This is an optimization exercise on Yosys and OpenROAD, whose aim is small area, a short achievable clock period and few clock cycles, not a production implementation. Only simulation tests tie the RTL to the original design; equivalence was not proved. Power is estimated from default activity; no workload was simulated.

## main
// ecu_proto
module ecu_proto (
    input  wire         clk,
    input  wire         rst,
    input  wire [31:0]  now,         
    input  wire         op_valid,
    input  wire         op_proc,     
    input  wire         op_link,     
    input  wire [7:0]   op_byte,     
    output wire         op_ready,
    output reg          frm_valid,
    output reg          frm_link,
    output reg          frm_var,     
    output wire [127:0] frm_data,    
    output reg          err_valid,
    output reg          err_link,
    output reg  [2:0]   err_kind,    
    output reg          tx_valid,
    output reg          tx_link,
    output reg  [7:0]   tx_byte,
    output wire [5:0]   st_cs,       
    output wire [3:0]   st_sel,      
    output wire [15:0]  st_len,      
    output wire [15:0]  st_dcc,      
    output wire [31:0]  st_pkt       
);
    localparam [2:0] EK_OVF = 3'd2;
    reg [31:0] now_q;
    wire busy0, busy1;
    assign op_ready = !(busy0 || busy1);
    wire acc   = op_valid && op_ready;
    wire start = acc && op_proc;
    wire ing0  = acc && !op_proc && !op_link;
    wire ing1  = acc && !op_proc &&  op_link;
    wire         ovf0, ovf1;
    wire         mf0, mf1, me0, me1;
    wire         cn0, cn1, ck_leg, ck_mod;
    reg [3:0] ck1s;
    always @(posedge clk) ck1s <= rst ? 4'd0 : ~ck1s;
    wire ck1 = ck1s[0];
    wire [127:0] ck_win;
    genvar q;
    generate for (q = 0; q < 4; q = q + 1) begin : g_ckw
        assign ck_win[32*q +: 32] = ck1s[q] ? win1[32*q +: 32] : win0[32*q +: 32];
    end endgenerate
    ecu_check u_ck (.win(ck_win), .ck_leg(ck_leg), .ck_mod(ck_mod));
    wire         fg0, fg1, fv0, fv1, eg0, eg1, tg0, tg1;
    wire [127:0] win0, win1;
    wire [2:0]   ek0, ek1;
    wire [7:0]   tb0, tb1;
    ecu_link u_l0 (
        .clk(clk), .rst(rst), .now(now), .now_q(now_q),
        .ing(ing0), .ing_byte(op_byte), .ovf(ovf0), .start(start),
        .blk_frm(1'b0), .blk_err(1'b0), .blk_tx(1'b0),
  ...
clock: 12.0 ns
lec_check: 0
cap_margin: 20
core_margin: 2
core_utilization: 62
slew_margin: 20
synth_hierarchical: 1
standard.sh (not shown) runs the stock make flow with config.mk's settings and CLKGATE_MAP_FILE= SYNTH_SCRIPT=/design/flow/synth_recipe.tcl, a recipe that flattens the netlist after the stock synthesis.
==> flow/flow/run.sh <==
#!/bin/bash
set -euo pipefail
bash standard.sh SETUP_SLACK_MARGIN=7 finish > standard.log 2>&1
Testbench counts of main, summed over its fixed seeds: cycles 146,721.
The following lists how the feature branch was set up differently from main:
- a change of CORE_UTILIZATION from 62 to 50
==> flow/flow/run.sh <==
#!/bin/bash
set -euo pipefail
bash standard.sh SETUP_SLACK_MARGIN=7.2 finish > standard.log 2>&1
Findings:
The feature branch finished every stage and its layout cleared the timing, DRC and antenna checks.
Summary — instance count on the critical path, the feature branch relative to main: higher, by 1.
Total core area is lower on main
Taking main as 1.0, the feature branch lands at 1.06 on cell count.
The feature branch against main: worst-case clock skew shrank by 0.085 ns; starting utilization of the core area shrank by 12 points; number of antenna violations at the first check in global routing up 10; via total after detailed routing shows an increase of 1659; count of fill cells added during filler insertion saw an increase.
On clock share of power, the higher figure sits with main, not the feature branch.
First-pass GRT wire length went up by a few percent going from main to the feature branch.
Power, the feature branch vs main: up by more than 10%

* * *

## trial 24
ecu_proto again, from the RTL that the note above started with.
make LEC_CHECK=0 CAP_MARGIN=20 CORE_MARGIN=2 CORE_UTILIZATION=50 SETUP_SLACK_MARGIN=5 SLEW_MARGIN=20 SYNTH_HIERARCHICAL=1 finish   # period 12.0 ns
run.sh (not shown) runs the stock make flow with config.mk's settings and CLKGATE_MAP_FILE= SYNTH_SCRIPT=/design/flow/synth_recipe.tcl, a recipe that flattens the netlist after the stock synthesis.
Stock flow here: none of the scripts above is used.
The flow did not stop early for trial 24: all stages ran, and the layout cleared the timing, DRC and antenna checks.
Testbench counts of trial 24, summed over its fixed seeds: cycles 146,721.
The inputs of trial 1 differ from those of trial 24 as listed below.
Settings: SETUP_SLACK_MARGIN removed (was 5).
==> flow/flow/run.sh (new file) <==
#!/bin/bash
set -euo pipefail
bash standard.sh SETUP_SLACK_MARGIN=6.5 finish > standard.log 2>&1
==> flow/standard.sh (new file) <==
#!/bin/bash
# synth_recipe.tcl (not shown) runs the flow's synth.tcl, then flattens the netlist and writes it again
# the make line also repeats each setting of config.mk as NAME=value (left out here)
make -C /OpenROAD-flow-scripts/flow DESIGN_CONFIG=/design/flow/config.mk WORK_HOME=/design/flow/orfs CLKGATE_MAP_FILE= SYNTH_SCRIPT=/design/flow/synth_recipe.tcl "${@:-finish}"
removed: flow/run.sh
--- outcome ---
Hold slack: trial 24 vs trial 1 — no meaningful difference
Clock skew: trial 1 higher than trial 24
Going from trial 24 to trial 1, total number of nets in the final design grew slightly.
For the maximum fanout encountered on the critical timing path, trial 1 came in 27 lower than trial 24 did.
Re critical path arrival: trial 1 is 1380 ps down on trial 24.
In the reports for trial 1 and trial 24, the larger sum of internal, switching and leakage power belongs to trial 1.
Diff trial 1..trial 24 | number of diodes added for antenna fixing | unchanged
Between trial 1 and trial 24, count of clock-buffer cells in the layout is lower for trial 1, trial 24 comes in above that.

[what the ideal ports hide]
The results above use ideal ports. As a check the final layouts listed here were re-extracted and re-timed, cells and wires unchanged. Step 1 sets driving cells, clkbuf_16 on the clock port and buf_2 on the other inputs (assumed; they add their load-dependent delay and slew). Step 2 times the ports against the registers' clock, not the clock port: input delays grow and output delays shrink by t, the midpoint of the rising clock arrivals with the driver on. Slacks: ideal ports / drivers / drivers and shift; pairs: ideal ports / drivers.
| run | t (ns) | setup slack, ns | worst setup path after step 2 |
|---|---|---|---|
| main | 0.993 | 6.378 / 6.378 / 5.949 | input to register |
| the feature branch | 1.008 | 6.603 / 6.603 / 5.762 | input to register |
| trial 24 | 0.980 | 5.176 / 5.176 / 4.464 | input to register |
| trial 1 | 0.978 | 6.460 / 6.453 / 5.683 | input to register |
After both steps setup and hold are still met in every run listed. For the feature branch, which loses most, drivers alone change the setup slack by 0.000 ns; drivers and shift together by -0.841 ns.
